Background: an optimization exercise with open tools, aiming at small area, a short achievable clock period and few clock cycles. Do not read the settings as production practice.
Where RTL was checked, it was by simulation tests only, not by an equivalence proof against the original.
No activity file was given, so power comes from the tool's default toggle rates.

==> inputs of run H <==
==> flow/design.v (excerpt) <==
module gbgr_calc (
    input  wire        clk,
    input  wire        rst,           
    input  wire        start,         
    input  wire        op,            
    input  wire [1:0]  cadence_sel,   
    input  wire        fs_wr,
    input  wire        f0_wr,
    input  wire        f1_wr,
    input  wire        pps_wr,
    input  wire        period_wr,
    input  wire        defp_wr,
    input  wire [63:0] fs,
    input  wire [63:0] f0,
    input  wire [63:0] f1,
    input  wire [63:0] pps,
    input  wire [63:0] period,
    input  wire [63:0] defp,
    output wire        busy,
    output reg         done,
    output reg         ok,
    output reg         err_config,
    output reg         err_invalid,
    output reg         err_range,
    output wire [31:0] ftw0,
    output wire [31:0] ftw1,
    output wire [63:0] period_res,
    output wire [63:0] s2s
);
    localparam integer K   = 2;                     
    localparam integer KW  = 6;                     
    localparam integer NF  = (56 + K - 1) / K;      
    localparam integer SF  = NF * K;                
    localparam integer NM  = (53 + K - 1) / K;      
    localparam integer THI = 116 - NM * K - K;      
    localparam integer PLO = THI - 53;              
    localparam [4:0] S_IDLE  = 5'd0,
                     S_DIV   = 5'd1,
                     S_FIN   = 5'd2,
                     S_NORMD = 5'd3,
                     S_NORMR = 5'd4,
                     S_RQ1   = 5'd5,
                     S_SUBN  = 5'd6,
                     S_RQ2   = 5'd7,
                     S_TSH   = 5'd8,
                     S_TFIN  = 5'd9,
                     S_PENC  = 5'd10,
                     S_NORMM = 5'd11,
                     S_MUL   = 5'd12,
                     S_PRND  = 5'd13,
                     S_PSH   = 5'd14,
                     S_PFIN  = 5'd15,
                     S_PREP  = 5'd16;
    function f_zero;
        input [63:0] w;
        f_zero = (w[62:0] == 63'd0);
    endfunction
    function f_finite;
        input [63:0] w;
        f_finite = (w[62:52] != 11'h7FF);
  ...
Settings: LEC_CHECK=0, CAP_MARGIN=20, CORE_MARGIN=2, CORE_UTILIZATION=40, PLACE_DENSITY=0.6, SLEW_MARGIN=20; clock period 18.0 ns.
run.sh (not shown) runs the stock make flow with config.mk's settings and CLKGATE_MAP_FILE= SYNTH_SCRIPT=/design/flow/synth_recipe.tcl, a recipe that flattens the netlist after the stock synthesis.
==> run Y (differences from run H) <==
--- a/flow/design.v
+++ b/flow/design.v
@@ -100,10 +100,11 @@
     reg  [10:0] xa0, xa1;     
     reg  [10:0] xfs;          
     reg         fz0, fz1;     
     reg         op_r, s0_r;   
     reg         c_ok, c_cfg, c_inv, c_rinf, c_dsub, c_msub, c_fssub;
+    reg         c_triv, c_big;    
     reg  signed [7:0]  cnt;
     reg  [63:0] R;
     reg  [63:0] Q;
     reg  [52:0] D;
     reg  [63:0] B;
@@ -122,16 +123,16 @@
     reg  [63:0] inc_vec;
     reg  [63:0] inc_mask;
     wire [63:0] y1 = {dinv, dinv, D, {9{dinv}}};
     wire [63:0] y2 = {dinv, D, {10{dinv}}};
     wire [63:0] y3 = {D3, {9{dinv}}};
-    wire [56:0] t1w = {1'b0, R[63:9], 1'b1} + {1'b0, y1[63:9], dinv};
-    wire [56:0] t2w = {1'b0, R[63:9], 1'b1} + {1'b0, y2[63:9], dinv};
-    wire [56:0] t3w = {1'b0, R[63:9], 1'b1} + {1'b0, y3[63:9], dinv};
-    wire [64:0] t1 = {t1w[56:1], R[8:0]};
-    wire [64:0] t2 = {t2w[56:1], R[8:0]};
-    wire [64:0] t3 = {t3w[56:1], R[8:0]};
+    wire [65:0] t1w = {1'b0, R, 1'b1} + {1'b0, y1, dinv};
+    wire [65:0] t2w = {1'b0, R, 1'b1} + {1'b0, y2, dinv};
+    wire [65:0] t3w = {1'b0, R, 1'b1} + {1'b0, y3, dinv};
+    wire [64:0] t1 = t1w[65:1];
+    wire [64:0] t2 = t2w[65:1];
+    wire [64:0] t3 = t3w[65:1];
     wire [1:0]  qd = t3[64] ? 2'd3 : t2[64] ? 2'd2 : t1[64] ? 2'd1 : 2'd0;
     wire [K-1:0] qb = qd;
     wire [55:0] b_ext = {3'b000, B[52:0]};
     wire [1:0]  b_dig = b_ext[2*cnt[4:0] +: 2];
     wire [1:0]  rq = m_mul ? b_dig : qd;
@@ -159,14 +160,13 @@
     reg         ld_full;
     wire [63:0] fsel_w  = ld_ph[0] ? f1 : f0;
     wire signed [12:0] ld_ea  = (ld_ph == 2'd2) ? 13'sd1023 :
                                 $signed({2'b00, ld_ph[0] ? xa1 : xa0});
     wire signed [12:0] ld_e0  = ld_ea - eb;
-    wire [10:0]        bx_f0  = f_bexp(f0);
     wire [10:0]        bx_dv  = f_bexp(dvin);
-    wire               pad_in = bx_f0[0] ^ bx_dv[0];
-    wire               ld_pad = !ld_full && ((state == S_IDLE) ? pad_in : ld_e0[0]);
+    wire               ld_pad = !ld_full && (state != S_IDLE) && ld_e0[0];
+    wire signed [12:0] ld_tot = (ld_e0 + 13'sd34 + KW + $signed({12'd0, ld_pad})) >>> 1;
     wire [52:0]        ld_sig = (ld_ph == 2'd2) ? {1'b1, 52'd0} : f_sig(fsel_w);
     wire [63:0]        ld_r   = {1'b0, ld_sig, 10'd0} >> ld_pad;
     wire               ld_z   = (state == S_IDLE) ? f_zero(f0) :
                                 (ld_ph != 2'd2) && (ld_ph[0] ? fz1 : fz0);
     wire [31:0] fq_k   = Q[KW+32:KW+1];
@@ -198,11 +198,11 @@
                               : (R[PLO-1] & (st | (R[PLO-2:0] != 0) | R[PLO+1]));
     reg  [2:0]  sh_sel;       
     reg  signed [7:0] sh_n;
     always @(*) begin
         if (state == S_NORMR)    begin sh_sel = 3'd5; sh_n = -8'sd1; end
-        else if (state == S_SUBN) begin sh_sel = 3'd1; sh_n = 8'sd1; end
+        else if (state == S_SUBN || state == S_PREP) begin sh_sel = 3'd1; sh_n = 8'sd1; end
         else if (state != S_TSH && state != S_PSH) begin sh_sel = 3'd0; sh_n = 8'sd0; end
         else if (cnt >= 8'sd32)       begin sh_sel = 3'd4; sh_n = 8'sd32; end
         else if (cnt >= 8'sd8)   begin sh_sel = 3'd3; sh_n = 8'sd8;  end
         else if (cnt >= K)       begin sh_sel = 3'd2; sh_n = K;      end
         else if (cnt >= 8'sd1)   begin sh_sel = 3'd1; sh_n = 8'sd1;  end
@@ -232,14 +232,10 @@
         else                     begin rv = defp;   rv_wr = defp_wr;   end
         rv_inf = f_inf(rv);
     end
     wire r_cfg = !rv_wr || !fs_ok;
     wire r_inv = rv_wr && !f_pos(rv);
-    wire signed [12:0] fd_n   = ex + 13'sd34 + KW;
-    wire signed [12:0] fd_pad = (K - (fd_n % K)) % K;
-    wire signed [12:0] fd_tot = (fd_n + fd_pad) / K;
-    wire               fd_triv = fz || (ex < -13'sd33);
     wire signed [12:0] pe_e   = ex + $signed({12'd0, R[53]});
     wire [10:0]        pe_exp = subq ? {10'd0, R[52]} : pe_e[10:0] + 11'd1023;
     wire               pe_inf = !subq && (pe_e > 13'sd1023);
     wire signed [12:0] pe_eu  = subq ? -13'sd1022 : pe_e;
     always @(*) begin
@@ -262,11 +258,11 @@
         ld_full = 1'b0;
         case (state)
             S_IDLE:  begin ld_ph = op ? 2'd2 : 2'd0; ld_full = op; end
             S_DIV:   begin
                 if (pend && fq_bad)        begin ld_ph = {1'b0, pph}; ld_full = 1'b1; end
-                else if (first && !fd_triv) begin ld_ph = ph; ld_full = 1'b1; end
+                else if (first && !c_triv) begin ld_ph = ph; ld_full = 1'b1; end
                 else                       begin ld_ph = 2'd1; ld_full = 1'b0; end
             end
             S_FIN:   begin ld_ph = {1'b0, pph}; ld_full = 1'b1; end
             S_NORMD: begin ld_ph = ph; ld_full = (ph == 2'd2); end
             S_TFIN:  begin ld_ph = 2'd1; ld_full = 1'b0; end
@@ -289,11 +285,13 @@
             ex    <= ld_e0;
             ph    <= ld_ph;
             full  <= ld_full;
             first <= !ld_full;
             fz    <= ld_z;
-            cnt   <= NF - 1;
+            cnt   <= ld_full ? NF - 1 : ld_tot[7:0] - 8'sd1;
+            c_triv <= ld_z || (ld_e0 < -13'sd33);
+            c_big  <= (ld_e0 > 13'sd19 - KW);
             if (ld_full && (ld_ph != 2'd2) && (fsel_w[62:52] == 11'd0))
                 ns = S_NORMR;
             else
                 ns = S_DIV;
         end
@@ -355,10 +353,15 @@
                     end
                 end
                 S_PREP: begin
                     if (!op_r) begin
                         ex <= ld_e0;
+                        cnt <= ld_tot[7:0] - 8'sd1;
+                        c_triv <= ld_z || (ld_e0 < -13'sd33);
+                        c_big  <= (ld_e0 > 13'sd19 - KW);
+                        if (ld_e0[0])
+                            rsel = RS_SH;      
                         if (!c_ok)
                             finish(1'b0, 1'b1, 1'b0, 1'b0);
                         else if (c_dsub)
                             ns = S_NORMD;
                         else
@@ -409,22 +412,20 @@
                         cnt <= cnt - 8'sd1;
                         first <= 1'b0;
                         if (pend && fq_bad) begin
                             do_load;
                         end else if (first) begin
-                            if (fd_triv) begin
+                            if (c_triv) begin
                                 if (ph[0]) begin
                                     blo = BS_ZERO;
                                     ns = S_FIN;
                                 end else begin
                                     bhi = BS_ZERO;
                                     do_load;       
                                 end
-                            end else if (ex > 13'sd19 - KW) begin
+                            end else if (c_big) begin
                                 do_load;           
-                            end else begin
-                                cnt <= fd_tot[7:0] - 8'sd2;
                             end
                         end else if (cnt == 8'sd0) begin
                             if (full) begin
                                 ns = S_RQ1;
                             end else begin
==> summary of the runs <==
- Against run H, the wire length of run Y is higher by 6.7%.
- Between run Y and run H, the lower area after synthesis is in run H (gap 5.8%, measured against run H).
- Between run H and run Y, the lower via count is in run H (gap 6.8%, measured against run Y).
- Of run H and run Y, run Y has the higher setup slack (gap 77 ps).
- Flip-flop and latch count: run H is lower than run Y (1).
- Against run H, the critical path depth of run Y is higher by 4.
- Of run Y and run H, run H has the higher clock-buffer cell count (gap 3).
- Against run H, the worst hold slack of run Y is worse by 24 ps.
- Against run Y, the synthesized cell count of run H is smaller by 7.0%.
Testbench counts of run H, summed over its fixed seeds: cycles 159,310.
No functional check of the RTL was part of run Y.


==> run R: inputs <==
gbgr_calc, a different RTL version from the one above (not shown whole).
clock: 18.0 ns
lec_check: 0
cap_margin: 20
core_margin: 2
core_utilization: 40
place_density: 0.6
slew_margin: 20
==> inputs of run C, as changes to run R <==
--- a/flow/design.v
+++ b/flow/design.v
@@ -177,19 +177,20 @@
     wire               ld_pad = !ld_full && (state != S_IDLE) &&
                                 (ld_ph[0] ? e0_f1[0] : e0_f0[0]);
     wire [52:0]        ld_sig = (ld_ph == 2'd2) ? {1'b1, 52'd0} : f_sig(fsel_w);
     wire [63:0]        ld_r   = {1'b0, ld_sig, 10'd0} >> ld_pad;
     wire               ld_z   = (state == S_IDLE) ? f_zero(f0) :
                                 (ld_ph != 2'd2) && (ld_ph[0] ? fz1 : fz0);
     wire [31:0] fq_k   = Q[32:1];
     wire        fq_g   = Q[0];
-    wire [7:0]  fq_rt  = {1'b0, R[63:57]};           
+    reg  [6:0]  rtop;                                
+    wire [7:0]  fq_rt  = {1'b0, rtop};               
     wire [7:0]  fq_d7  = {1'b0, d_true[52:46]};      
-    wire        fq_bad = fq_g ? (R[63:58] == 6'd0) : (fq_rt + 8'd3 > fq_d7);
+    wire        fq_bad = fq_g ? (rtop[6:1] == 6'd0) : (fq_rt + 8'd3 > fq_d7);
     wire        fq_s   = pph ? sg1 : sg0;
     wire        sl_r   = g & (st | R[0]);
     wire        sl_s   = ph[0] ? sg1 : sg0;
     wire        ftw_fast = pend;
     wire [31:0] ftw_k  = ftw_fast ? fq_k : R[31:0];
     wire        ftw_r  = ftw_fast ? fq_g : sl_r;
     wire        ftw_sg = ftw_fast ? fq_s : sl_s;
     wire [31:0] ftw_v  = (ftw_k ^ {32{ftw_sg}}) + {31'd0, ftw_r ^ ftw_sg};
@@ -302,17 +303,18 @@
     end
     always @(*) begin
         ld_ph   = 2'd0;
         ld_full = 1'b0;
         case (state)
             S_IDLE:  begin ld_ph = 2'd0; ld_full = 1'b0; end
             S_PREP:  begin ld_ph = op_r ? 2'd2 : 2'd0; ld_full = op_r; end
             S_DIV:   begin
-                if (first && !c_triv) begin ld_ph = ph; ld_full = 1'b1; end
+                if (pend && fq_bad)        begin ld_ph = {1'b0, pph}; ld_full = 1'b1; end
+                else if (first && !c_triv) begin ld_ph = ph; ld_full = 1'b1; end
                 else                       begin ld_ph = 2'd1; ld_full = 1'b0; end
             end
             S_FIN:   begin
                 if (pend && fq_bad) begin ld_ph = {1'b0, pph}; ld_full = 1'b1; end
                 else                begin ld_ph = 2'd1; ld_full = 1'b0; end
             end
             S_NORMD: begin ld_ph = ph; ld_full = (ph == 2'd2); end
             S_TFIN:  begin ld_ph = 2'd1; ld_full = 1'b0; end
@@ -454,33 +456,39 @@
                     end
                 end
                 S_DIV: begin
                     if (d3v) begin
                         rsel = RS_DIV;
                         qsel = first ? QS_DIV0 : QS_DIV;
                         cnt <= cnt - 8'sd1;
                         first <= 1'b0;
-                        if (first && c_triv) begin
+                        rtop <= r_out[61:55];
+                        if (pend && fq_bad) begin
+                            do_load;
+                        end else if (first && c_triv) begin
                             if (ph[0]) begin
                                 blo = BS_ZERO;
                                 ns = S_FIN;
                             end else begin
                                 bhi = BS_ZERO;
                                 do_load;           
                             end
                         end else if (first && c_big) begin
                             do_load;               
                         end else if (cnt == 8'sd0) begin
                             if (full) begin
                                 ns = S_RQ1;
                             end else begin
                                 pend <= 1'b1;
                                 pph  <= ph[0];
-                                ns = S_FIN;
+                                if (ph[0])
+                                    ns = S_FIN;
+                                else
+                                    do_load;       
                             end
                         end
                     end
                 end
                 S_FIN: begin
                     if (pend && fq_bad)
                         do_load;               
                     else if (pend && !pph)
==> run summary <==
quantity	run C	run R
Outcome	finished clean	finished clean
Total wirelength of the detailed-routed design	323,000 um	306,000 um
Clock transition at path regs	70 ps	60 ps
Number of tap instances	1,781	1,755
Post-synthesis cell area	54,700 um2	53,000 um2
Non-clock buffer share	11.5%	11.7%
Final design utilization	47.6%	47.8%
Start point of the critical path	R[9]$_DFFE_PP_	dinv$_SDFFCE_PN0P_
Worst-case vdd ir drop	0.0921 mV	0.126 mV
Proportion of synthesized chip area in sequential cells	22.0%	22.3%
Post-route insts no fill	9,166	9,057
Cells after Synth	6,982	6,916
Count of sequential standard cells	422	415
Floorplan die area	140,000 um2	136,000 um2
Shortest period the worst path allows	7100 ps	6990 ps
Testbench counts of run R, summed over its fixed seeds: cycles 150,584.
Testbench counts of run C, summed over its fixed seeds: cycles 148,624.

==> port drivers added, routing unchanged <==
Ports are ideal in the flow. The routed layouts listed here were re-timed in OpenROAD. Step 1: set_driving_cell puts a clkbuf_16 on clk and a buf_2 on each other input, an assumption about the parent block. Step 2, shift: input delay + t, output delay - t, t = (earliest + latest rising clock arrival at the registers) / 2. This alone moves slack from input paths to output paths. Three values: ideal ports, drivers, drivers and shift; two values: the first two.
run | t (ns) | slack for setup (ns) | worst slew at a driven data input, ns
run H | 0.772 | 10.226 / 10.226 / 9.747 | 0.09
run Y | 0.798 | 10.302 / 10.302 / 9.707 | 0.09
run R | 0.809 | 11.011 / 11.011 / 10.928 | 0.17
run C | 0.806 | 10.897 / 10.897 / 10.897 | 0.21
After both steps every run listed still meets setup and hold. The setup slack of run Y, which loses most, moves by 0.000 ns with the drivers and by -0.595 ns with both steps.
